From an optimization exercise on the open Yosys and OpenROAD flow, aimed at small area; shortcuts taken in it are not production practice.
Function was checked by simulation only, so behaviour that the tests miss may differ from the original.
Power is estimated from default activity; no workload was simulated. The flow treats the clock pin as an ideal source, which a real chip does not have.

==> design.v <==
module lcdm_framer (
    input  wire        clk,
    input  wire        rst,
    input  wire        op_valid,
    output wire        op_ready,
    input  wire [7:0]  op_sel,
    input  wire [15:0] op_arg,
    input  wire [7:0]  op_len,
    input  wire        hin_valid,
    output reg         hin_ready,
    input  wire [7:0]  hin_data,
    output reg         hout_valid,
    input  wire        hout_ready,
    output reg  [7:0]  hout_data,
    output reg         res_valid,
    output reg  [3:0]  res_code,
    output reg  [7:0]  res_byte,
    output reg         t_req_valid,
    input  wire        t_req_ready,
    output reg  [2:0]  t_req_kind,
    output reg  [15:0] t_req_data,
    output reg         t_req_last,
    input  wire        t_rsp_valid,
    output reg         t_rsp_ready,
    input  wire [7:0]  t_rsp_data,
    input  wire        t_rsp_last,
    input  wire        t_rsp_err,
    input  wire        t_rsp_empty
);
    localparam [7:0] REQUEST_START  = 8'h04;
    localparam [7:0] RESPONSE_START = 8'h01;
    localparam [7:0] DEVICE_ID      = 8'h50;
    localparam [7:0] TEXT_START     = 8'h02;
    localparam [7:0] TEXT_END       = 8'h03;
    localparam [7:0] ACK            = 8'h06;
    localparam [7:0] NACK           = 8'h15;
    localparam [7:0] EOT            = 8'h04;
    localparam [10:0] N_RETRY = 11'd1050;
    localparam integer RING = 59;
    localparam [5:0]  P_FIRST = 6'd3;
    localparam [5:0]  P_LAST  = 6'd61;
    localparam [7:0] SEL_OPEN      = 8'h01;
    localparam [7:0] SEL_CLOSE     = 8'h02;
    localparam [7:0] SEL_CHECKSUM  = 8'h10;
    localparam [7:0] SEL_ENCODE    = 8'h11;
    localparam [7:0] SEL_SEND      = 8'h12;
    localparam [7:0] SEL_CLASSIFY  = 8'h20;
    localparam [7:0] SEL_READ_CTL  = 8'h21;
    localparam [7:0] SEL_VALIDATE  = 8'h22;
    localparam [7:0] SEL_READ_FRM  = 8'h23;
    localparam [7:0] SEL_READ_RSP  = 8'h30;
    localparam [7:0] SEL_TRANSACT  = 8'h31;
    localparam [3:0] R_OK        = 4'd0;
    localparam [3:0] R_CLOSED    = 4'd1;
    localparam [3:0] R_TRANSPORT = 4'd2;
    localparam [3:0] R_EXHAUSTED = 4'd3;
    localparam [3:0] R_NOT_ACK   = 4'd4;
    localparam [3:0] R_MALFORMED = 4'd5;
    localparam [3:0] R_CHECKSUM  = 4'd6;
    localparam [3:0] R_REF_SEL   = 4'd8;
    localparam [3:0] R_REF_OPEN  = 4'd9;
    localparam [3:0] R_REF_BAUD  = 4'd10;
    localparam [3:0] R_REF_NOPEN = 4'd11;
    localparam [2:0] T_OPEN  = 3'd1;
    localparam [2:0] T_CLOSE = 3'd2;
    localparam [2:0] T_READ  = 3'd3;
    localparam [2:0] T_WRITE = 3'd4;
    localparam [2:0] T_SLEEP = 3'd5;
    localparam [4:0]
        S_IDLE = 5'b00000,
        S_IN   = 5'b00001,   
        S_EMIT = 5'b00010,   
        S_PL   = 5'b00011,   
        S_RREQ = 5'b00100,   
        S_AREQ = 5'b00101,   
        S_SREQ = 5'b00110,   
        S_OREQ = 5'b00111,   
        S_RRSP = 5'b01000,   
        S_ARSP = 5'b01001,
        S_SRSP = 5'b01010,
        S_ORSP = 5'b01011,
        S_WRSP = 5'b01100,   
        S_CHK  = 5'b01101,   
        S_OUT  = 5'b01110;   
    function [4:0] res(input [3:0] c);
        res = {1'b1, c};
    endfunction
    reg [4:0]  state;
    reg        open;        
    reg        xo;          
    reg        yo;          
    reg        ctl;         
    reg [7:0]  acc;         
    reg [6:0]  cnt;         
    reg [10:0] r1;          
    reg        fa;          
    reg        fc;          
    reg        l1;          
    reg        l2;          
    reg [5:0]  ph;          
    reg [7:0]  ring [0:RING-1];
    function [1:0] classify(input [7:0] b);
        begin
            if (b == ACK)       classify = 2'd0;
            else if (b == NACK) classify = 2'd1;
            else if (b == EOT)  classify = 2'd2;
            else                classify = 2'd3;
        end
    endfunction
    wire [1:0] sh = op_sel[5:4];
    wire [1:0] sl = op_sel[1:0];
    wire sel_valid = (op_sel[7:6] == 2'd0) && (op_sel[3:2] == 2'd0) &&
                     ((sh == 2'd0) ? (sl == 2'd1 || sl == 2'd2) :
                      (sh == 2'd1) ? (sl != 2'd3) :
                      (sh == 2'd2) ? 1'b1 : !sl[1]);
    wire needs_open  = (sh == 2'd1 && sl == 2'd2) || (sh == 2'd2 && sl[0]) || (sh == 2'd3);
    wire takes_bytes = (sh == 2'd1) || (sh == 2'd3 && sl[0]);
    wire reads       = sh[1] && (sh[0] ^ sl[0]);
    wire ld_arg      = (sh == 2'd0) ? sl[0] : (sh == 2'd1) ? (sl != 2'd0) : (sh == 2'd2) ? (sl == 2'd0) : sl[0];
    wire baud_ok = (op_arg == 16'd9600) || (op_arg == 16'd19200);
    wire       match   = (ph == cnt[5:0]);
    wire       storing = (cnt[5:0] >= P_FIRST) && (cnt[5:0] <= P_LAST);
    wire       wr_ok   = match || !storing;
    wire       rmatch  = (ph == r1[5:0]);
    wire [7:0] tap     = ring[RING-1];
    wire       ops_done = (r1[7:0] == 8'hff);
    wire       out_done = (r1[6:0] == cnt - 7'd2);
    wire [7:0] din = (state == S_RRSP) ? t_rsp_data : hin_data;
    wire       enc_ready = xo ? t_req_ready : hout_ready;
    reg        enc_valid;
    reg [7:0]  dout;
    assign op_ready = (state == S_IDLE);
    always @(*) begin
        hin_ready   = 1'b0;
        enc_valid   = 1'b0;
        hout_valid  = 1'b0;
        t_req_valid = 1'b0;
        t_req_kind  = T_WRITE;
        t_req_last  = 1'b1;
        t_rsp_ready = 1'b0;
        dout        = 8'h00;
        t_req_data  = 16'h0000;
        case (state)
            S_IN: hin_ready = wr_ok && !ops_done;
            S_EMIT: begin
                enc_valid  = 1'b1;
                t_req_last = cnt[2] && cnt[0];
                case (cnt[2:0])
                    3'd0: dout = REQUEST_START;
                    3'd1: dout = DEVICE_ID;
                    3'd2: dout = TEXT_START;
                    3'd4: dout = TEXT_END;
                    default: dout = acc;
                endcase
            end
            S_PL: begin
                enc_valid  = hin_valid && !ops_done;
                hin_ready  = enc_ready && !ops_done;
                t_req_last = 1'b0;
                dout       = hin_data;
            end
            S_RREQ: begin
                t_req_valid = 1'b1;
                t_req_kind  = T_READ;
            end
            S_AREQ: begin
                t_req_valid = 1'b1;
                dout        = ACK;
            end
            S_SREQ: begin
                t_req_valid = 1'b1;
                t_req_kind  = T_SLEEP;
                dout        = 8'd200;
            end
            S_OREQ: begin
                t_req_valid = 1'b1;
                t_req_kind  = yo ? T_OPEN : T_CLOSE;
                dout        = acc;
                t_req_data[15:8] = !yo ? 8'h00 : acc[7] ? 8'h25 : 8'h4b;
            end
            S_RRSP: t_rsp_ready = wr_ok;
            S_WRSP, S_ARSP, S_SRSP, S_ORSP: t_rsp_ready = 1'b1;
            S_OUT: begin
                hout_valid = rmatch && !out_done;
                dout       = tap;
            end
            default: ;
        endcase
        if (enc_valid) begin
            if (xo) t_req_valid = 1'b1;
            else    hout_valid  = 1'b1;
        end
        t_req_data[7:0] = dout;
        hout_data       = dout;
        res_valid       = state[4];
        res_code        = state[3:0];
        res_byte        = acc;
    end
    integer k;
    always @(posedge clk) begin
        ring[0] <= match ? din : tap;
        for (k = 1; k < RING; k = k + 1)
            ring[k] <= ring[k-1];
    end
    always @(posedge clk) begin
        if (rst) ph <= P_FIRST;
        else     ph <= (ph == P_LAST) ? P_FIRST : ph + 6'd1;
    end
    task take_byte;
        begin
            acc <= acc ^ din;
            if (!(cnt[6] && cnt[0])) cnt <= cnt + 7'd1;
            if (cnt == 7'd1) fa <= (acc == RESPONSE_START) && (din == DEVICE_ID);
            if (cnt == 7'd2) fc <= (din == TEXT_START);
            l1 <= (din == TEXT_END);
            l2 <= l1;
        end
    endtask
    task start_loop(input c);
        begin
            ctl   <= c;
            r1    <= 11'd0;
            cnt   <= 7'd0;
            acc   <= 8'h00;
            fa    <= 1'b0;
            fc    <= 1'b0;
            l1    <= 1'b0;
            l2    <= 1'b0;
            state <= S_RREQ;
        end
    endtask
    wire stop = ctl ? (fa || !t_rsp_empty) : (t_rsp_empty ? l2 : l1);
    always @(posedge clk) begin
        if (rst) begin
            state <= S_IDLE;
            open  <= 1'b0;
        end else begin
            case (state)
                S_IDLE: begin
                    if (op_valid) begin
                        r1   <= {3'd0, ~(op_len | {8{reads}})};
                        cnt  <= 7'd0;
                        fa   <= 1'b0;
                        fc   <= 1'b0;
                        l1   <= 1'b0;
                        l2   <= 1'b0;
                        acc  <= ld_arg ? op_arg[7:0] : 8'h00;
                        ctl  <= !sl[1];
                        xo   <= sh[1] ? (sh[0] || sl[0]) : sl[1];
                        yo   <= sh[1] ? (sh[0] || sl[1]) : (!sh[0] && sl[0]);
                        if (!sel_valid) begin
                            state <= res(R_REF_SEL);
                        end else if (needs_open && !open) begin
                            xo    <= 1'b1;
                            yo    <= 1'b0;
                            state <= takes_bytes ? S_IN : res(R_CLOSED);
                        end else begin
                            case (sh)
                                2'd0: begin
                                    if (sl[0]) begin             
                                        if (open)          state <= res(R_REF_OPEN);
                                        else if (!baud_ok) state <= res(R_REF_BAUD);
                                        else               state <= S_OREQ;
                                    end else begin               
                                        if (!open)         state <= res(R_REF_NOPEN);
                                        else               state <= S_OREQ;
                                    end
                                end
                                2'd1: state <= (sl == 2'd0) ? S_IN : S_EMIT;        
                                2'd2: state <= (sl == 2'd0) ? S_CHK :               
                                               (sl == 2'd2) ? S_IN : S_RREQ;        
                                default: state <= sl[0] ? S_EMIT : S_RREQ;          
                            endcase
                        end
                    end
                end
                S_IN: begin
                    if (ops_done) begin
                        state <= yo ? S_CHK : xo ? res(R_CLOSED) : res(R_OK);
                    end else if (hin_valid && wr_ok) begin
                        take_byte;
                        r1 <= r1 + 11'd1;
                    end
                end
                S_EMIT: begin
                    if (enc_ready) begin
                        cnt <= cnt + 7'd1;
                        if (cnt[2:0] == 3'd3) begin
                            acc   <= acc ^ (REQUEST_START ^ DEVICE_ID ^ TEXT_START ^ TEXT_END);
                            state <= S_PL;
                        end
                        if (cnt[2:0] == 3'd5)
                            state <= xo ? S_WRSP : res(R_OK);
                    end
                end
                S_PL: begin
                    if (ops_done) begin
                        state <= S_EMIT;
                    end else if (hin_valid && enc_ready) begin
                        acc <= acc ^ din;
                        r1  <= r1 + 11'd1;
                    end
                end
                S_WRSP: begin
                    if (t_rsp_valid) begin
                        if (t_rsp_err) state <= res(R_TRANSPORT);
                        else if (!yo)  state <= res(R_OK);
                        else           start_loop(1'b1);
                    end
                end
                S_RREQ: begin
                    if (t_req_ready) begin
                        r1    <= r1 + 11'd1;
                        state <= S_RRSP;
                    end
                end
                S_RRSP: begin
                    if (t_rsp_valid && wr_ok) begin
                        if (t_rsp_err) begin
                            state <= res(R_TRANSPORT);
                        end else begin
                            if (!t_rsp_empty) begin
                                if (!ctl) take_byte;
                                else if (!fa) begin
                                    acc <= acc ^ din;
                                    fa  <= 1'b1;
                                end
                            end
                            if (t_rsp_last) begin
                                if (stop)               state <= S_CHK;
                                else if (r1 == N_RETRY) state <= res(R_EXHAUSTED);
                                else                    state <= S_RREQ;
                            end
                        end
                    end
                end
                S_CHK: begin
                    r1 <= {8'd0, P_FIRST};
                    if (ctl) begin
                        if (!yo) begin
                            acc   <= {6'd0, classify(acc)};
                            state <= res(R_OK);
                        end
                        else if (acc != ACK) state <= res(R_NOT_ACK);
                        else                 start_loop(1'b0);
                    end
                    else if (!fa)                state <= res(R_MALFORMED);
                    else if (acc != 8'h00)       state <= res(R_CHECKSUM);
                    else if (!(fc && l2))        state <= res(R_MALFORMED);
                    else if (cnt[6] && cnt[0])   state <= res(R_MALFORMED);
                    else if (xo)                 state <= S_AREQ;
                    else                         state <= S_OUT;
                end
                S_AREQ: if (t_req_ready) state <= S_ARSP;
                S_ARSP: begin
                    if (t_rsp_valid) begin
                        if (t_rsp_err) state <= res(R_TRANSPORT);
                        else           state <= S_SREQ;
                    end
                end
                S_SREQ: if (t_req_ready) state <= S_SRSP;
                S_SRSP: if (t_rsp_valid) state <= S_OUT;
                S_OUT: begin
                    if (out_done)                  state <= res(R_OK);
                    else if (rmatch && hout_ready) r1 <= r1 + 11'd1;
                end
                S_OREQ: if (t_req_ready) state <= S_ORSP;
                S_ORSP: begin
                    if (t_rsp_valid) begin
                        open  <= yo && !t_rsp_err;
                        state <= t_rsp_err ? res(R_TRANSPORT) : res(R_OK);
                    end
                end
                default: state <= S_IDLE;    
            endcase
        end
    end
endmodule
==> flow/run.sh <==
#!/bin/bash
# Standard ORFS layout (the standard.sh, unchanged synthesis), with
# smaller port buffers and a clock tree built without dummy loads.
set -euo pipefail
export BUFFER_PORTS_ARGS="-buffer_cell sky130_fd_sc_hd__buf_1"
export CTS_ARGS="-sink_clustering_enable -repair_clock_nets -dont_use_dummy_load -sink_clustering_size 32 -sink_clustering_max_diameter 90 -buf_list {sky130_fd_sc_hd__clkbuf_16}"
bash standard.sh > standard_flow.log 2>&1
==> standard.sh <==
#!/bin/bash
# synth_recipe.tcl (not shown) runs the flow's synth.tcl, then flattens the netlist and writes it again
# the make line also repeats each setting of config.mk as NAME=value (left out here)
make -C /OpenROAD-flow-scripts/flow DESIGN_CONFIG=/design/flow/config.mk WORK_HOME=/design/flow/orfs CLKGATE_MAP_FILE= SYNTH_SCRIPT=/design/flow/synth_recipe.tcl "${@:-finish}"
==> config.mk <==
export PLATFORM = sky130hd
export DESIGN_NAME = lcdm_framer
export DESIGN_NICKNAME = lcdm_framer
export VERILOG_FILES = /design/flow/design.v
export SDC_FILE = /design/flow/constraint.sdc
export NUM_CORES = 4
export LEC_CHECK = 0
export CAP_MARGIN = 20
export CORE_MARGIN = 2
export CORE_UTILIZATION = 70
export PLACE_DENSITY = 0.75
export SLEW_MARGIN = 20
==> constraint.sdc <==
create_clock -name core_clock -period 10.0 [get_ports {clk}]
set_input_delay 2.0000 -clock core_clock [delete_from_list [all_inputs] [get_ports {clk}]]
set_output_delay 2.0000 -clock core_clock [all_outputs]
set_load 0.01 [all_outputs]
==> results of run 1 <==
-- placed cells by master (no fill, tap or decap), types with 4 or more instances in the layout --
cell,netlist,layout
a22oi_1,6,6
o22ai_1,7,7
ha_1,18,18
nor3b_1,5,5
a221oi_1,6,6
mux2i_1,9,9
nand2_1,52,52
buf_1,4,101
nand3_1,19,19
mux2_2,8,8
a31oi_1,8,8
nand4_1,10,10
inv_1,20,20
nand2b_1,12,12
a211oi_1,7,7
edfxtp_1,33,33
nor3_1,12,12
a21oi_1,36,35
o2111ai_1,4,4
dfxtp_1,484,484
nor2_1,74,74
or3_1,4,4
o211ai_1,4,4
o21ai_0,34,34
xnor2_1,18,18
and3_1,10,10
nor2b_1,15,15
xor2_1,25,25
a21o_1,4,4
nor4b_1,4,4
buf_4,16,7
clkbuf_16,0,20
nor4_1,15,15
-- flip-flops by register name (all words and copies together), names as in the netlist --
signal,count
l2,1
ph,6
cnt,7
fc,1
acc,8
ring,472
r1,11
open,1
l1,1
xo,1
yo,1
state,5
ctl,1
fa,1
-- power by group --
part | leakage, uW | internal, uW | switching [uW]
combinational | 0.00139 | 257 | 462
clock | 0.000246 | 363 | 578
sequential | 0.00423 | 2300 | 179
-- Yosys cell counts, types with 4 or more instances --
library cell and number:
xnor2_1 18, dfxtp_1 484, and3_1 10, nand3_1 19
o22ai_1 7, nand2b_1 12, nor3_1 12, xor2_1 25
buf_4 16, o211ai_1 4, clkbuf_1 19, mux2i_1 9
nor4_1 15, a221oi_1 6, a21oi_1 36, buf_1 4
nor2b_1 15, nor4b_1 4, o21ai_0 34, or3_1 4
ha_1 18, inv_1 20, mux2_2 8, nand4_1 10
edfxtp_1 33, a22oi_1 6, a31oi_1 8, buf_2 5
nor3b_1 5, a21o_1 4, o2111ai_1 4, nand2_1 52
nor2_1 74, a211oi_1 7
-- worst register-to-register path, cell delays in order, from the launching register on --
cell	delay, ns
dfxtp_1	0.84
nor3b_1	0.22
nand2_1	0.56
nand2_1	0.37
a311oi_1	0.46
o31ai_1	0.13
nor3_1	0.84
-- path summary, 6_finish.rpt --
kind | slack (ns) | endpoint | start
setup / recovery | 4.45 | t_req_data[2] | state[2]$_SDFFE_PP0P_
hold / removal | 0.30 | ring[34][6]$_DFF_P_ | ring[33][6]$_DFF_P_
setup reg to reg | 6.18 | cnt[6]$_SDFFCE_PN0P_ | state[4]$_SDFFE_PP0P_
hold reg to reg | 0.30 | ring[34][6]$_DFF_P_ | ring[33][6]$_DFF_P_
-- layout make-up --
class | count | area [um2] | area share (%)
Clock buffer | 20 | 500 | 3.30
Sequential cell | 517 | 10700 | 70.4
Timing Repair Buffer | 108 | 432 | 2.84
Tap cell | 270 | 338 | 2.23
Multi-Input combinational cell | 487 | 3150 | 20.8
Inverter | 20 | 75.1 | 0.495
-- cell families after synthesis --
family,Yosys count,synth area share (%)
multiplexers,18,1.43
adder cells (fa/ha/maj),18,1.59
buffers and inverters,67,2.38
flip-flops,517,75.5
XOR/XNOR,43,2.66
AND/OR/NAND/NOR,248,8.81
AO/OA/AOI/OAI,158,7.64
other,1,0.0265
-- per-stage QoR --
stage	worst slack (ns)	hold WS (ns)	instance area, um2
detailed placement	4.95	0.312	14700
CTS	4.62	0.292	15200
floorplan	5.31	0.310	14200
global placement	4.97	0.310	14700
finish	4.45	0.302	15200
global route	4.39	0.294	15200
-- per-layer routing --
layer,vias to the layer above,share of wire (%),wire (um)
met3,101,7.3,2260
met4,2,3.7,1160
met5,-,0.052,16
li1,3794,-,-
met2,400,46,14300
met1,3908,43,13100
==> run notes, run 1 <==
Post-synth EDFFs=33; post-synthesis sequential area ratio=around three quarters; post_cts resized=0; Synth Register Bits=about 520; synth warn=2; crit-path cells=nor3_1 > nand2_1 > o32ai_2 > a21oi_1 > o21ai_0 > buf_1; htree depth=1; Routed Wire Length=30900 um; CP max FO=22; final period utilization=55.5%; Root Buffer=clkbuf_16; clock slew at reported path FFs=around 0.11 ns; met2 usage=a little under half; Die Width=146 um; latest clock arrival within the worst-skew pair=between 0.5 and 0.6 ns; Max-Cap Viols=0; CTS Buf Count=20; Async SR Flop Fraction=0%; number of fill cells=roughly 1200; post-layout power=~4100 uW; final-report setup violation count=0; GRT overflow=0; max incr delay on CP=around 0.73 ns; postcts setup bufs=0; RSZ-0062 raised after global routing=no; worst path bufs/invs=1; synth unique cells=75; worst-case reg-to-reg path depth=6; CTS hold repair buffers=0; Layout area overhead=7.23%; Finished Layout Cells=roughly 1400; # DRC=0; Worst setup EP type=primary output; row cnt=52; Total Routing Usage GR=a little under 30%; area of the die=between 20000 and 25000 um2; fin nets=between 1000 and 1500; hold violation total from the final report=0; Peak VDD IR=slightly above 0.2 mV; CTS tree=yes; met3 Use GR=4.41%; HP Class=register to register; Port Buffer Count=slightly above 100; Initial Util=a little over two thirds; Post-Syn Instances=1070; CP Class=register to primary output; critical path depth in cells=6; CP arrival=between 3 and 4 ns; Die H=~150 um; Worst Skew=about 0.075 ns; minimum clock period=approximately 5.6 ns; Cell Area, Synth=~14000 um2; dpl cells=around 1400; syn_area_per_cell=between 10 and 15 um2; synth top area cells=dfxtp_1 (68%), edfxtp_1 (7.0%), nor2_1 (2.0%), ha_1 (1.6%), xor2_1 (1.5%); io pins=104; cell taking the most area after synthesis=dfxtp_1; clk sinks=a little over 500; first-pass GRT wire length=roughly 47000 um; actual slew at the worst max-slew pin=between 1 and 1.5 ns; largest net degree at the start of global routing=33; pwr dens=around 270 nW/um2; Max Slew Vio Count=0; drt initial violations=670; Final ANT Viol Nets=0; Fin Setup TNS=0 ns; relative slew slack=28.0%; top-area cell type share of the netlist area=68.5%; Largest delay share family, worst path=compound AO/OA/AOI/OAI gates; status=finished clean; Fmax achieved=about 180 MHz; GR peak layer=met2; clk buf depth=3; CP Launch Type=register; Pre-Repair DR Iteration Count=7; via count=approximately 8000; number of global-route vias before repair=between 7000 and 8000; core box area=roughly 20000 um2; Worst Hold Depth=0; leak pwr=0.00587 uW; DP Wirelength=about 19000 um; slowest stage cell on the critical path=o32ai_2; ratio of cells with drive above 1 in the final layout=under 10%; final core utilization=roughly three quarters; most common flop cell mapped by yosys=dfxtp_1; wire length per cell=between 20 and 25 um; antenna violations before repair=1; routed vias/inst=slightly below 6; ant diodes=0; CP required=8.00 ns; GP Congestion=about 0.94; M1 GR Usage=between 40% and 50%
==> inputs of run 2 (changes only) <==
==> flow/run.sh (replaced) <==
#!/bin/bash
# Standard ORFS layout (the standard.sh, unchanged synthesis), with
# smaller port buffers, a clock tree built without dummy loads, and
# power recovery (downsizing off the critical paths) after global route.
set -euo pipefail
export BUFFER_PORTS_ARGS="-buffer_cell sky130_fd_sc_hd__buf_1"
export CTS_ARGS="-sink_clustering_enable -repair_clock_nets -dont_use_dummy_load -sink_clustering_size 32 -sink_clustering_max_diameter 90 -buf_list {sky130_fd_sc_hd__clkbuf_16}"
export RECOVER_POWER=100
bash standard.sh > standard_flow.log 2>&1
==> run notes, run 2 <==
status=finished with violations; violated checks=capacitance limit, slew limit; number of global-route vias before repair=7932 (unchanged); most common cell after layout, fill and taps aside=dfxtp_1; antenna violations before repair=1 (unchanged); Pre-Repair DR Iteration Count=7 (unchanged); Critical Path Sink=t_req_data[2]; Fmax achieved=162 MHz (-10%); CTS Buf Count=20 (unchanged); clk sinks=517 (unchanged); Cell Area, Synth=14200 um2 (unchanged); Die Width=146 um (unchanged); Port Buffer Count=101 (unchanged); post-synthesis sequential area ratio=75.5% (unchanged); Worst R2R Setup Slack=5.51 ns (-0.67 ns); Routed Wire Length=30900 um (+0.18%); Top reg by flops=ring; latest clock arrival within the worst-skew pair=0.56 ns (about the same); clock slew at reported path FFs=0.11 ns (about the same); GP Congestion=0.939 (unchanged); Async SR Flop Fraction=0% (unchanged); cell taking the most area after synthesis=dfxtp_1; Total Routing Usage GR=28.9% (unchanged); worst-case reg-to-reg path depth=8 (+2); Layout area overhead=6.88%; Setup crit start=state[1]$_SDFFE_PP0P_; biggest regs=ring (472), r1 (11), acc (8); largest net degree at the start of global routing=33 (unchanged); Largest register FFs=472 (unchanged); relative slew slack=-14.7% (-43 points); actual slew at the worst max-slew pin=1.70 ns (+0.628 ns); synth warn=2 (unchanged); Die H=146 um (unchanged); leak pwr=0.00584 uW (-0.38%); Synth top cells by count=dfxtp_1 (484), nor2_1 (74), nand2_1 (52), a21oi_1 (36), o21ai_0 (34); Post-Syn Instances=1070 (unchanged); postcts setup bufs=0 (unchanged); dpl cells=1402 (unchanged); Worst Skew=0.0746 ns (-0.000572 ns); core box area=20000 um2 (unchanged); Post-synth EDFFs=33 (unchanged); crit-path cells=clkbuf_1 > nor2b_1 > nand2_1 > o32ai_1 > a21oi_1 > o21ai_0 > buf_1; ratio of cells with drive above 1 in the final layout=3.13% (-0.87 points); wire length per cell=21.7 um (+0.18%); Initial Util=70.6% (unchanged); commonest non-fill, non-tap cells in the layout=dfxtp_1 (484), buf_1 (96), nor2_1 (74); Final ANT Viol Nets=0 (unchanged); pwr dens=273 nW/um2 (+0.13%); # DRC=0 (unchanged); io pins=104 (unchanged); fin nets=1230 (unchanged); CP Class=register to primary output; CP arrival=4.19 ns (+0.64 ns); DP Wirelength=19000 um (unchanged); CP max FO=24 (+9.1%); post_cts resized=0 (unchanged); most common flop cell mapped by yosys=dfxtp_1; first-pass GRT wire length=47400 um (unchanged); Max-Cap Viols=1 (+1); minimum clock period=6.19 ns (+0.635 ns); GRT overflow=0 (unchanged); RSZ-0062 raised after global routing=no; hold violation total from the final report=0 (unchanged); smallest hold slack=0.289 ns (-0.0135 ns); ant diodes=0 (unchanged); Fin Setup TNS=0 ns (unchanged); Root Buffer=clkbuf_16; via count=8200 (-0.061%); Finished Layout Cells=1422 (unchanged); final period utilization=61.9% (+6.4 points); htree depth=1 (unchanged); Final Cell Area=15100 um2 (-0.33%); CTS tree=yes; slowest stage cell on the critical path=o32ai_1; synth unique cells=75 (unchanged); RR Endpoint=cnt[6]$_SDFFCE_PN0P_; clk buf depth=3 (unchanged); placed instance area=14700 um2 (unchanged); Synth Register Bits=517 (unchanged); CP Launch Type=register; area of the die=21400 um2 (unchanged); top-count cell post-synth=dfxtp_1; row cnt=52 (unchanged); routed vias/inst=5.77 (about the same); top-area cell type share of the netlist area=68.5% (unchanged); Peak VDD IR=0.203 mV (about the same); Max Slew Vio Count=9 (+9); final-report setup violation count=0 (unchanged); CTS hold repair buffers=0 (unchanged); CP required=8.00 ns (about the same); drt initial violations=707 (+5.5%); synth top area cells=dfxtp_1 (68%), edfxtp_1 (7.0%), nor2_1 (2.0%), ha_1 (1.6%), xor2_1 (1.5%); HP Class=register to register; number of fill cells=1167 (+1.1%); reg2reg start=state[0]$_SDFFE_PP0P_; Worst Hold Depth=0 (unchanged); Worst setup EP type=primary output; max incr delay on CP=1.08 ns (+0.35 ns); syn_area_per_cell=13.2 um2 (unchanged)
==> run 2: area by class of cell <==
type                            count  area, um2  area share, %
Sequential cell                   517      10700           70.6
Multi-Input combinational cell    487       3120           20.6
Clock buffer                       20        500           3.31
Timing Repair Buffer              108        413           2.73
Tap cell                          270        338           2.23
Inverter                           20       75.1          0.496
==> run 2: through the flow <==
step | utilization [%] | total power (uW) | setup WS [ns]
2_1_floorplan | - | 2950 | 5.31
3_3_place_gp | 73.2 | 3180 | 4.97
3_5_place_dp | 73.2 | 3190 | 4.95
4_1_cts | 75.7 | 4130 | 4.62
5_1_grt | 75.5 | 4270 | 3.76
6_report | 75.5 | 4130 | 3.81
==> run 2: logic make-up after synthesis <==
logic type | Yosys count | share of synthesized area [%]
adder cells (fa/ha/maj) | 18 | 1.59
buffers and inverters | 67 | 2.38
AND/OR/NAND/NOR | 248 | 8.81
XOR/XNOR | 43 | 2.66
multiplexers | 18 | 1.43
AO/OA/AOI/OAI | 158 | 7.64
flip-flops | 517 | 75.5
other | 1 | 0.0265
==> run 2: where the power goes <==
part	total (uW)	internal, uW	switching, uW
clock network	941	363	578
registers	2480	2300	179
logic	710	247	462
==> run 2: worst min-delay path by stage <==
stage | end | slack [ns] | from
4_1_cts | ring[34][6]$_DFF_P_ | 0.29 | ring[33][6]$_DFF_P_
2_1_floorplan | ring[10][0]$_DFF_P_ | 0.31 | ring[9][0]$_DFF_P_
3_5_place_dp | ring[14][6]$_DFF_P_ | 0.31 | ring[13][6]$_DFF_P_
5_1_grt | ring[34][6]$_DFF_P_ | 0.29 | ring[33][6]$_DFF_P_
6_report | ring[34][6]$_DFF_P_ | 0.29 | ring[33][6]$_DFF_P_
3_3_place_gp | ring[1][6]$_DFF_P_ | 0.31 | ring[0][6]$_DFF_P_
==> run 2: layer usage <==
layer | vias to the layer above | share of wire [%] | GRT usage, %
met5 | - | 0.052 | 0
met4 | 2 | 3.3 | 8.79
met3 | 89 | 6.8 | 4.41
met2 | 389 | 47 | 46.2
met1 | 3931 | 43 | 41.5
li1 | 3789 | - | -
==> run 2: worst max-delay path, delay by kind of cell (launching register included) <==
family	cells	cell delay, ns
AOI/OAI and AO/OA	3	1.60
and+or+nand+nor	2	0.66
DFF	1	0.31
buffers and inverters	2	1.13
==> inputs of run 3 (changes only) <==
==> flow/run.sh (replaced) <==
#!/bin/bash
# Standard ORFS layout (the standard.sh, unchanged synthesis), with
# smaller port buffers, a clock tree built without dummy loads, and an
# area-oriented resynthesis of the combinational logic after floorplan
# (flow/restructure.tcl; registers untouched).
set -euo pipefail
here=$(pwd)
export BUFFER_PORTS_ARGS="-buffer_cell sky130_fd_sc_hd__buf_1"
export CTS_ARGS="-sink_clustering_enable -repair_clock_nets -dont_use_dummy_load -sink_clustering_size 32 -sink_clustering_max_diameter 90 -buf_list {sky130_fd_sc_hd__clkbuf_16}"
export POST_FLOORPLAN_TCL="$here/flow/restructure.tcl"
export RS_PASSES=1
bash standard.sh > standard_flow.log 2>&1
==> flow/restructure.tcl (new file) <==
# Post-floorplan hook: area-oriented resynthesis of the combinational logic
# between the registers (OpenROAD restructure, ABC).  Registers, ports and
# the synthesized register names are left as the standard synthesis made them.
set rs_lib [lindex $::env(LIB_FILES) 0]
set rs_dir $::env(OBJECTS_DIR)/restructure
file mkdir $rs_dir
report_design_area
for {set rs_i 0} {$rs_i < $::env(RS_PASSES)} {incr rs_i} {
  restructure -target area -liberty_file $rs_lib \
    -tielo_port sky130_fd_sc_hd__conb_1/LO -tiehi_port sky130_fd_sc_hd__conb_1/HI \
    -work_dir $rs_dir
  report_design_area
}
==> run notes, run 3 <==
io pins=104 (unchanged); CP Class=register to primary output; postcts setup bufs=0 (unchanged); CP required=8.00 ns (about the same); final period utilization=60.3% (-1.6 points); post_cts resized=0 (unchanged); clk buf depth=3 (unchanged); antenna violations before repair=1 (unchanged); CTS tree=yes; leak pwr=0.00537 uW (-8.1%); ratio of cells with drive above 1 in the final layout=2.37% (-0.75 points); Total Routing Usage GR=30.2% (+1.3 points); Die Width=146 um (unchanged); Pre-Repair DR Iteration Count=5 (-2); Cell Area, Synth=14200 um2 (unchanged); Fmax achieved=166 MHz (+2.6%); HP Class=register to register; Synth top cells by count=dfxtp_1 (484), nor2_1 (74), nand2_1 (52), a21oi_1 (36), o21ai_0 (34); ant diodes=0 (unchanged); post-synthesis sequential area ratio=75.5% (unchanged); largest net degree at the start of global routing=33 (unchanged); Largest register FFs=472 (unchanged); CTS Buf Count=20 (unchanged); clock slew at reported path FFs=0.11 ns (about the same); first-pass GRT wire length=48900 um (+3.2%); Post-synth EDFFs=33 (unchanged); drt initial violations=942 (+33%); syn_area_per_cell=13.2 um2 (unchanged); via count=8365 (+2.0%); Max Slew Vio Count=0 (-9); top-area cell type share of the netlist area=68.5% (unchanged); CP Launch Type=register; slowest stage cell on the critical path=dfxtp_1; Fin Setup TNS=0 ns (unchanged); Layout area overhead=3.30%; Top reg by flops=ring; Max-Cap Viols=0 (-1); htree depth=1 (unchanged); Finished Layout Cells=1408 (-0.98%); crit-path cells=clkinv_1 > nor2_1 > clkinv_1 > nor3_1 > clkinv_1 > o31ai_1 > clkinv_1 > o221ai_1 > buf_1; Worst Skew=0.0624 ns (-0.0122 ns); largest family of logic cells by synthesized area=simple AND/OR/NAND/NOR gates; status=finished clean; latest clock arrival within the worst-skew pair=0.55 ns (about the same); GRT overflow=0 (unchanged); dpl cells=1388 (-1.0%); relative slew slack=28.5% (+43 points); Root Buffer=clkbuf_16; Die H=146 um (unchanged); row cnt=52 (unchanged); final-report setup violation count=0 (unchanged); area of the die=21400 um2 (unchanged); actual slew at the worst max-slew pin=1.07 ns (-0.626 ns); number of global-route vias before repair=8212 (+3.5%); biggest regs=ring (472), r1 (11), acc (8); CP arrival=4.03 ns (-0.16 ns); adder-cell share of the synthesized area=1.59% (unchanged); most common flop cell mapped by yosys=dfxtp_1; wire length per cell=22.9 um (+5.4%); clk sinks=517 (unchanged); Post-Syn Instances=1070 (unchanged); hold violation total from the final report=0 (unchanged); most common cell after layout, fill and taps aside=dfxtp_1; Routed Wire Length=32300 um (+4.4%); cell taking the most area after synthesis=dfxtp_1; Initial Util=70.6% (unchanged); core box area=20000 um2 (unchanged); Compound-Gate Fraction of Synth Area=7.64% (unchanged); Async SR Flop Fraction=0% (unchanged); top-count cell post-synth=dfxtp_1; CP max FO=14 (-42%); synth unique cells=75 (unchanged); Final ANT Viol Nets=0 (unchanged); GP Congestion=1.01 (+8.0%); RSZ-0062 raised after global routing=no; fin nets=1198 (-2.6%); simple-gate area share of the yosys netlist=8.81% (unchanged); Worst setup EP type=primary output; CTS hold repair buffers=0 (unchanged); Final Cell Area=14600 um2 (-3.4%); CP most frequent cell=clkinv_1; # DRC=0 (unchanged); max incr delay on CP=0.67 ns (-0.41 ns); commonest non-fill, non-tap cells in the layout=dfxtp_1 (484), clkinv_1 (107), buf_1 (101); Port Buffer Count=101 (unchanged); XOR/XNOR Fraction of Synth Area=2.66% (unchanged); routed vias/inst=5.94 (+3.0%); DP Wirelength=22300 um (+18%); placed instance area=14100 um2 (-3.7%); synth top area cells=dfxtp_1 (68%), edfxtp_1 (7.0%), nor2_1 (2.0%), ha_1 (1.6%), xor2_1 (1.5%); pwr dens=285 nW/um2 (+4.3%); Synth Register Bits=517 (unchanged); mux contribution to synthesized area=1.43% (unchanged); synth warn=2 (unchanged); Peak VDD IR=0.198 mV (-2.6%); minimum clock period=6.03 ns (-0.155 ns)
[run 3: cell counts after synthesis]
Identical to the previous run, type by type.
[run 3: worst max-delay path, delay by kind of cell, from the launching register on]
family / cells / cell delay [ns]
buffers and inverters: 5 / 1.37
flip-flops: 1 / 0.67
AND/OR/NAND/NOR: 2 / 0.54
AO/OA/AOI/OAI: 2 / 0.91
[run 3: final timing paths]
kind	start	endpoint	slack [ns]	depth (start not counted)
setup / recovery	state[1]$_SDFFE_PP0P_	t_req_data[2]	3.97	9
hold / removal	ring[2][0]$_DFF_P_	ring[3][0]$_DFF_P_	0.29	0
setup reg to reg	state[2]$_SDFFE_PP0P_	state[0]$_SDFFE_PP0P_	5.34	12
hold reg to reg	ring[2][0]$_DFF_P_	ring[3][0]$_DFF_P_	0.29	0
[run 3: cell type report]
class	count	area [um2]
Clock buffer	20	500
Sequential cell	517	10700
Fill cell	1284	5420
Inverter	107	402
Tap cell	270	338
Timing Repair Buffer	106	417
Multi-Input combinational cell	388	2280
[run 3: per-layer routing]
layer	part of all wire (%)	track usage, %	wire (um)	up-vias
li1	-	-	-	3742
met1	40	41.5	12800	3953
met2	46	47.9	14800	556
met3	10	6.72	3350	112
met4	4.0	10.5	1280	2
met5	0.040	0	13	-
[run 3: report_power, final]
group	internal [uW]	switching, uW
logic	217	534
clock network	363	567
registers	2320	161
[run 3: cells by family after synthesis]
| logic type | Yosys count |
|---|---|
| AOI/OAI and AO/OA | 158 |
| xor gates and xnor gates | 43 |
| adders and majority gates | 18 |
| buffers and inverters | 67 |
| DFF | 517 |
| muxes | 18 |
| other | 1 |
| and+or+nand+nor | 248 |
[run 3: stage by stage]
step                      setup slack [ns]  hold slack [ns]  util [%]  power [uW]
after floorplan                       5.31            0.310         -        2950
after global placement                4.79            0.311      70.5        3200
after detailed placement              4.70            0.312      70.5        3220
after CTS                             4.08            0.292      73.0        4140
after global routing                  3.54            0.311      73.0        4300
final                                 3.97            0.290      73.0        4160
==> inputs of run 4 (changes only) <==
--- a/flow/run.sh
+++ b/flow/run.sh
@@ -10,3 +10,3 @@
 export POST_FLOORPLAN_TCL="$here/flow/restructure.tcl"
-export RS_PASSES=1
+export RS_PASSES=4
 bash standard.sh > standard_flow.log 2>&1
--- a/flow/restructure.tcl
+++ b/flow/restructure.tcl
@@ -1,4 +1,6 @@
 # Post-floorplan hook: area-oriented resynthesis of the combinational logic
-# between the registers (OpenROAD restructure, ABC).  Registers, ports and
-# the synthesized register names are left as the standard synthesis made them.
+# between the registers (OpenROAD restructure, ABC), repeated RS_PASSES times.
+# Registers, ports and the synthesized register names are left as the
+# standard synthesis made them.  Each pass names its tie cells rmp_const_*,
+# so the previous pass's tie cells are renamed first to keep names unique.
 set rs_lib [lindex $::env(LIB_FILES) 0]
@@ -11,2 +13,8 @@
     -work_dir $rs_dir
+  foreach rs_inst [[ord::get_db_block] getInsts] {
+    set rs_name [$rs_inst getName]
+    if {[string match "rmp_const_*" $rs_name]} {
+      $rs_inst rename "rs${rs_i}_[string range $rs_name 4 end]"
+    }
+  }
   report_design_area
--- a/config.mk
+++ b/config.mk
@@ -7,2 +7,3 @@
 export LEC_CHECK = 0
+export ABC_AREA = 1
 export CAP_MARGIN = 20
==> run notes, run 4 <==
status=finished clean; core box area=20200 um2 (+0.65%); routed vias/inst=5.72 (-3.7%); Fin Setup TNS=0 ns (unchanged); hold violation total from the final report=0 (unchanged); Total Routing Usage GR=28.1% (-2.1 points); cell taking the most area after synthesis=dfxtp_1; largest net degree at the start of global routing=33 (unchanged); Root Buffer=clkbuf_16; Largest register FFs=472 (unchanged); minimum clock period=5.45 ns (-0.586 ns); Die Width=147 um (+0.56%); CP max FO=6 (-8); first-pass GRT wire length=45700 um (-6.7%); latest clock arrival within the worst-skew pair=0.55 ns (about the same); worst path bufs/invs=4 (-1); Routed Wire Length=30100 um (-6.6%); top-count cell post-synth=dfxtp_1; CTS Buf Count=20 (unchanged); most common flop cell mapped by yosys=dfxtp_1; CP Class=register to primary output; pwr dens=278 nW/um2 (-2.5%); crit-path cells=nor3_1 > clkinv_1 > nor2_1 > clkinv_1 > nor2_1 > a21oi_1 > a31oi_1 > clkinv_1 > o21ai_0 > buf_1; Pre-Repair DR Iteration Count=6 (+1); antenna violations before repair=4 (+3); wire length per cell=22.0 um (-4.0%); number of fill cells=1307 (+1.8%); commonest non-fill, non-tap cells in the layout=dfxtp_1 (484), buf_1 (101), clkinv_1 (89); Post-synth EDFFs=33 (unchanged); final-report setup violation count=0 (unchanged); Worst R2R Setup Slack=5.67 ns (+0.33 ns); Largest delay share family, worst path=buffers and inverters; clock slew at reported path FFs=0.11 ns (about the same); Final ANT Viol Nets=0 (unchanged); drt initial violations=946 (+0.42%); io pins=104 (unchanged); Initial Util=71.0% (+0.35 points); Top reg by flops=ring; actual slew at the worst max-slew pin=1.15 ns (+0.0763 ns); post-synthesis sequential area ratio=74.6% (-0.86 points); area of the die=21600 um2 (+1.1%); CP most frequent cell=clkinv_1; synth top area cells=dfxtp_1 (68%), edfxtp_1 (6.9%), nand2_1 (4.9%), nor2_1 (3.3%), inv_1 (3.1%); postcts setup bufs=0 (unchanged); biggest regs=ring (472), r1 (11), acc (8); row cnt=52 (unchanged); GP Congestion=0.987 (-2.6%); # DRC=0 (unchanged); Die H=147 um (+0.56%); Fmax achieved=184 MHz (+11%); Worst setup EP type=primary output; post-layout power=4010 uW (-3.7%); fin nets=1157 (-3.4%); leak pwr=0.00531 uW (-1.0%); clk sinks=517 (unchanged); number of global-route vias before repair=7683 (-6.4%); max incr delay on CP=0.34 ns (-0.33 ns); smallest hold slack=0.304 ns (+0.0139 ns); DP Wirelength=19900 um (-11%); Synth top cells by count=dfxtp_1 (484), nand2_1 (187), nor2_1 (126), inv_1 (118), o21ai_0 (54); post_cts resized=0 (unchanged); slowest stage cell on the critical path=dfxtp_1; syn_area_per_cell=11.4 um2 (-14%); GRT overflow=0 (unchanged); CTS tree=yes; synth warn=2 (unchanged); Max-Cap Viols=0 (unchanged); Post-Syn Instances=1258 (+18%); Cell Area, Synth=14300 um2 (+1.1%); RSZ-0062 raised after global routing=no; ratio of cells with drive above 1 in the final layout=2.64% (+0.27 points); Synth Register Bits=517 (unchanged); htree depth=1 (unchanged); final period utilization=54.5% (-5.9 points); CP Launch Type=register; Async SR Flop Fraction=0% (unchanged); Port Buffer Count=101 (unchanged); Peak VDD IR=0.225 mV (+14%); Max Slew Vio Count=0 (unchanged); via count=7840 (-6.3%); Worst Skew=0.0640 ns (+0.00163 ns); relative slew slack=22.7% (-5.8 points); CP required=8.00 ns (about the same); CTS hold repair buffers=0 (unchanged); top-area cell type share of the netlist area=67.7% (-0.78 points); CP arrival=3.45 ns (-0.58 ns); most common cell after layout, fill and taps aside=dfxtp_1; HP Class=register to register; synth unique cells=46 (-39%); clk buf depth=3 (unchanged); Layout area overhead=0.857%
[run 4: per-stage QoR]
stage	instances	instance area (um2)	util [%]	worst slack, ns
floorplan	1259	14300	-	5.37
global placement	1347	13900	69.1	5.06
detailed placement	1347	13900	69.1	5.01
CTS	1367	14400	71.5	4.68
global route	1367	14400	71.5	4.31
finish	1370	14400	71.6	4.55
[run 4: cell families after synthesis]
group | count (synthesis) | share of synthesized area [%]
fa+ha+maj | 18 | 1.57
xor+xnor | 18 | 1.10
simple gates | 438 | 13.5
flops | 517 | 74.6
buf+inv | 147 | 4.30
compound gates | 119 | 4.88
other cells | 1 | 0.0262
[run 4: worst reg2reg max path: stages (launching register included)]
cell and delay [ns]:
edfxtp_1 0.54, clkinv_1 0.38, a221oi_1 0.38, nand4_1 0.50, o211ai_1 0.41, clkinv_1 0.17
o21ai_0 0.25, o21ai_0 0.19, or3_1 0.39, a2111oi_0 0.56, o21a_1 0.28
[run 4: area by class of cell]
type	count	area [um2]	area share, %
antenna	3	7.51	0.0520
clock buffer	20	500	3.47
inverter	89	334	2.31
multi-input combinational	362	2140	14.8
sequential	517	10700	74.0
tap	270	338	2.34
timing repair buffer	109	439	3.04
[run 4: power breakdown]
group          switching, uW  internal [uW]  total [uW]
clock network            567            363         930
logic                    480            204         684
registers                121           2270        2400
[run 4: final timing paths]
path	start	endpoint	cells past startpoint
min	ring[20][7]$_DFF_P_	ring[21][7]$_DFF_P_	0
max	state[2]$_SDFFE_PP0P_	t_req_data[5]	10
max reg2reg	cnt[0]$_SDFFCE_PN0P_	l1$_SDFFCE_PP0P_	10
min reg2reg	ring[20][7]$_DFF_P_	ring[21][7]$_DFF_P_	0
[run 4: layer usage]
metal  share of wire, %  global-route usage (%)  up-vias  routed length, um
met2                 45                    43.9      450              13600
met3                 10                    7.80       85               3120
met1                 41                    38.8     3682              12400
met5              0.043                       0        -                 13
li1                   -                       -     3621                  -
met4                3.3                    8.46        2                983
==> inputs of run 5 (changes only) <==
--- a/flow/run.sh
+++ b/flow/run.sh
@@ -8,3 +8,3 @@
 export BUFFER_PORTS_ARGS="-buffer_cell sky130_fd_sc_hd__buf_1"
-export CTS_ARGS="-sink_clustering_enable -repair_clock_nets -dont_use_dummy_load -sink_clustering_size 32 -sink_clustering_max_diameter 90 -buf_list {sky130_fd_sc_hd__clkbuf_16}"
+export CTS_ARGS="-sink_clustering_enable -repair_clock_nets -dont_use_dummy_load -sink_clustering_size 35 -sink_clustering_max_diameter 90 -buf_list {sky130_fd_sc_hd__clkbuf_16}"
 export POST_FLOORPLAN_TCL="$here/flow/restructure.tcl"
==> run notes, run 5 <==
GP Congestion=0.987 (unchanged); Final ANT Viol Nets=0 (unchanged); row cnt=52 (unchanged); GR peak layer=met2; # DRC=0 (unchanged); drt initial violations=824 (-13%); top-area cell type share of the netlist area=67.7% (unchanged); ant diodes=0 (-3); post-route setup slack=4.52 ns (-0.0298 ns); routed vias/inst=5.69 (-0.62%); Initial Util=71.0% (unchanged); CTS hold repair buffers=0 (unchanged); CP arrival=3.48 ns (+0.03 ns); CTS Buf Count=19 (-5.0%); Post-synth EDFFs=33 (unchanged); Max-Cap Viols=0 (unchanged); most common cell after layout, fill and taps aside=dfxtp_1; M1 GR Usage=38.5% (-0.26 points); first-pass GRT wire length=44400 um (-2.9%); Layout area overhead=0.630%; pwr dens=276 nW/um2 (-0.58%); Top reg by flops=ring; antenna violations before repair=3 (-1); CP required=8.00 ns (about the same); Total Routing Usage GR=26.9% (-1.1 points); cell taking the most area after synthesis=dfxtp_1; Cell Area, Synth=14300 um2 (unchanged); GRT overflow=0 (unchanged); relative slew slack=29.7% (+7.0 points); Routed Wire Length=28900 um (-4.1%); post-synthesis sequential area ratio=74.6% (unchanged); CTS tree=yes; Port Buffer Count=101 (unchanged); Async SR Flop Fraction=0% (unchanged); ratio of cells with drive above 1 in the final layout=2.55% (-0.089 points); post_cts resized=0 (unchanged); number of global-route vias before repair=7644 (-0.51%); met2 usage=41.7% (-2.3 points); Fin Setup TNS=0 ns (unchanged); wire length per cell=21.2 um (-3.8%); CP max FO=6 (unchanged); Worst setup EP type=primary output; hold violation total from the final report=0 (unchanged); synth top area cells=dfxtp_1 (68%), edfxtp_1 (6.9%), nand2_1 (4.9%), nor2_1 (3.3%), inv_1 (3.1%); DP Wirelength=19900 um (unchanged); leak pwr=0.00530 uW (-0.23%); post-layout power=3980 uW (-0.81%); Synth Register Bits=517 (unchanged); Synth top cells by count=dfxtp_1 (484), nand2_1 (187), nor2_1 (126), inv_1 (118), o21ai_0 (54); core box area=20200 um2 (unchanged); clk sinks=517 (unchanged); Fmax achieved=183 MHz (-0.55%); Die Width=147 um (unchanged); top-count cell post-synth=dfxtp_1; smallest hold slack=0.326 ns (+0.0221 ns); Largest register FFs=472 (unchanged); postcts setup bufs=0 (unchanged); CP Class=register to primary output; placed instance area=13900 um2 (unchanged); Final Cell Area=14400 um2 (-0.23%); io pins=104 (unchanged); final period utilization=54.8% (+0.30 points); syn_area_per_cell=11.4 um2 (unchanged); HP Class=register to register; met3 Use GR=6.34% (-1.5 points); status=finished clean; Max Slew Vio Count=0 (unchanged); actual slew at the worst max-slew pin=1.04 ns (-0.105 ns); Pre-Repair DR Iteration Count=9 (+3); Worst Skew=0.0573 ns (-0.00668 ns); Post-Syn Instances=1258 (unchanged); minimum clock period=5.48 ns (+0.0298 ns); largest net degree at the start of global routing=36 (+9.1%); Peak VDD IR=0.206 mV (-8.4%); Root Buffer=clkbuf_16; RSZ-0062 raised after global routing=no; commonest non-fill, non-tap cells in the layout=dfxtp_1 (484), buf_1 (101), clkinv_1 (89); biggest regs=ring (472), r1 (11), acc (8); fin nets=1156 (-0.086%); area of the die=21600 um2 (unchanged); htree depth=1 (unchanged); synth warn=2 (unchanged); CP Launch Type=register; most common flop cell mapped by yosys=dfxtp_1; clk buf depth=3 (unchanged); final-report setup violation count=0 (unchanged); Die H=147 um (unchanged); clock slew at reported path FFs=0.11 ns (about the same); latest clock arrival within the worst-skew pair=0.54 ns (about the same); pre-CTS WS=5.01 ns (unchanged); synth unique cells=46 (unchanged); via count=7769 (-0.91%)
run 5: cells by family (layout without fill, tap and decap cells):
kind of cell	after synthesis	after routing	synth area share, %
DFF	517	517	74.6
and+or+nand+nor	438	167	13.5
buffers and inverters	147	217	4.30
AOI/OAI and AO/OA	119	190	4.88
adders and majority gates	18	0	1.57
xor gates and xnor gates	18	1	1.10
other	1	4	0.0262
run 5: where the power goes:
group          leakage, uW  switching (uW)  total [uW]  internal [uW]
registers          0.00423             119        2390           2270
logic             0.000837             482         685            204
clock network     0.000234             552         898            346
run 5: final cells by class:
type	count	area [um2]
Clock buffer	19	475
Fill cell	1326	5760
Inverter	89	334
Multi-Input combinational cell	362	2140
Sequential cell	517	10700
Tap cell	270	338
Timing Repair Buffer	109	439
run 5: through the flow:
| step | util (%) | instances |
|---|---|---|
| 3_3_place_gp | 69.1 | 1347 |
| 4_1_cts | 71.4 | 1366 |
| 2_1_floorplan | - | 1259 |
| 6_report | 71.4 | 1366 |
| 3_5_place_dp | 69.1 | 1347 |
| 5_1_grt | 71.4 | 1366 |
run 5: final timing paths:
check,startpoint,end,slack [ns],depth (start not counted)
worst max-delay path,state[2]$_SDFFE_PP0P_,t_req_data[5],4.52,10
worst min-delay path,ring[20][7]$_DFF_P_,ring[21][7]$_DFF_P_,0.33,0
worst max register to register,cnt[0]$_SDFFCE_PN0P_,l1$_SDFFCE_PP0P_,5.65,10
worst min register to register,ring[20][7]$_DFF_P_,ring[21][7]$_DFF_P_,0.33,0
run 5: worst max-delay path, cell delays in order (launching register included):
cell and delay, ns:
dfxtp_1 0.33, nor3_1 0.30, clkinv_1 0.29, nor2_1 0.22, clkinv_1 0.22, nor2_1 0.23
a21oi_1 0.08, a31oi_1 0.35, clkinv_1 0.32, o21ai_0 0.35, buf_1 0.29
run 5: per-layer routing:
metal / share of wire [%] / up-vias / wire (um)
li1: - / 3613 / -
met1: 43 / 3643 / 12500
met2: 44 / 441 / 12800
met3: 9.3 / 70 / 2700
met4: 2.9 / 2 / 837
met5: 0.045 / - / 13

==> re-timing with driven ports <==
No port has a modelled driver above. Below, the same layouts with a new extraction and two added sets of constraints. Step 1, drivers: a clkbuf_16 drives clk and a buf_2 each remaining input, both assumed. Step 2, shift: input delay + t, output delay - t, t = (earliest + latest rising clock arrival at the registers) / 2. This alone moves slack from input paths to output paths. Slacks: ideal / step 1 / step 2; pairs: ideal / step 1.
run | t, ns | setup slack, ns | worst setup path after step 2 | clock arrival spread, ns | slew at the worst register clock pin (ns)
run 1 | 0.568 | 4.447 / 4.397 / 4.800 | input to output | 0.077 / 0.076 | 0.12 / 0.12
run 2 | 0.570 | 3.811 / 3.762 / 4.332 | register to output | 0.077 / 0.077 | 0.12 / 0.12
run 3 | 0.571 | 3.967 / 3.918 / 4.488 | register to output | 0.065 / 0.065 | 0.12 / 0.12
run 4 | 0.568 | 4.553 / 4.505 / 4.957 | input to output | 0.065 / 0.065 | 0.12 / 0.12
run 5 | 0.560 | 4.523 / 4.476 / 4.933 | input to output | 0.057 / 0.057 | 0.12 / 0.12
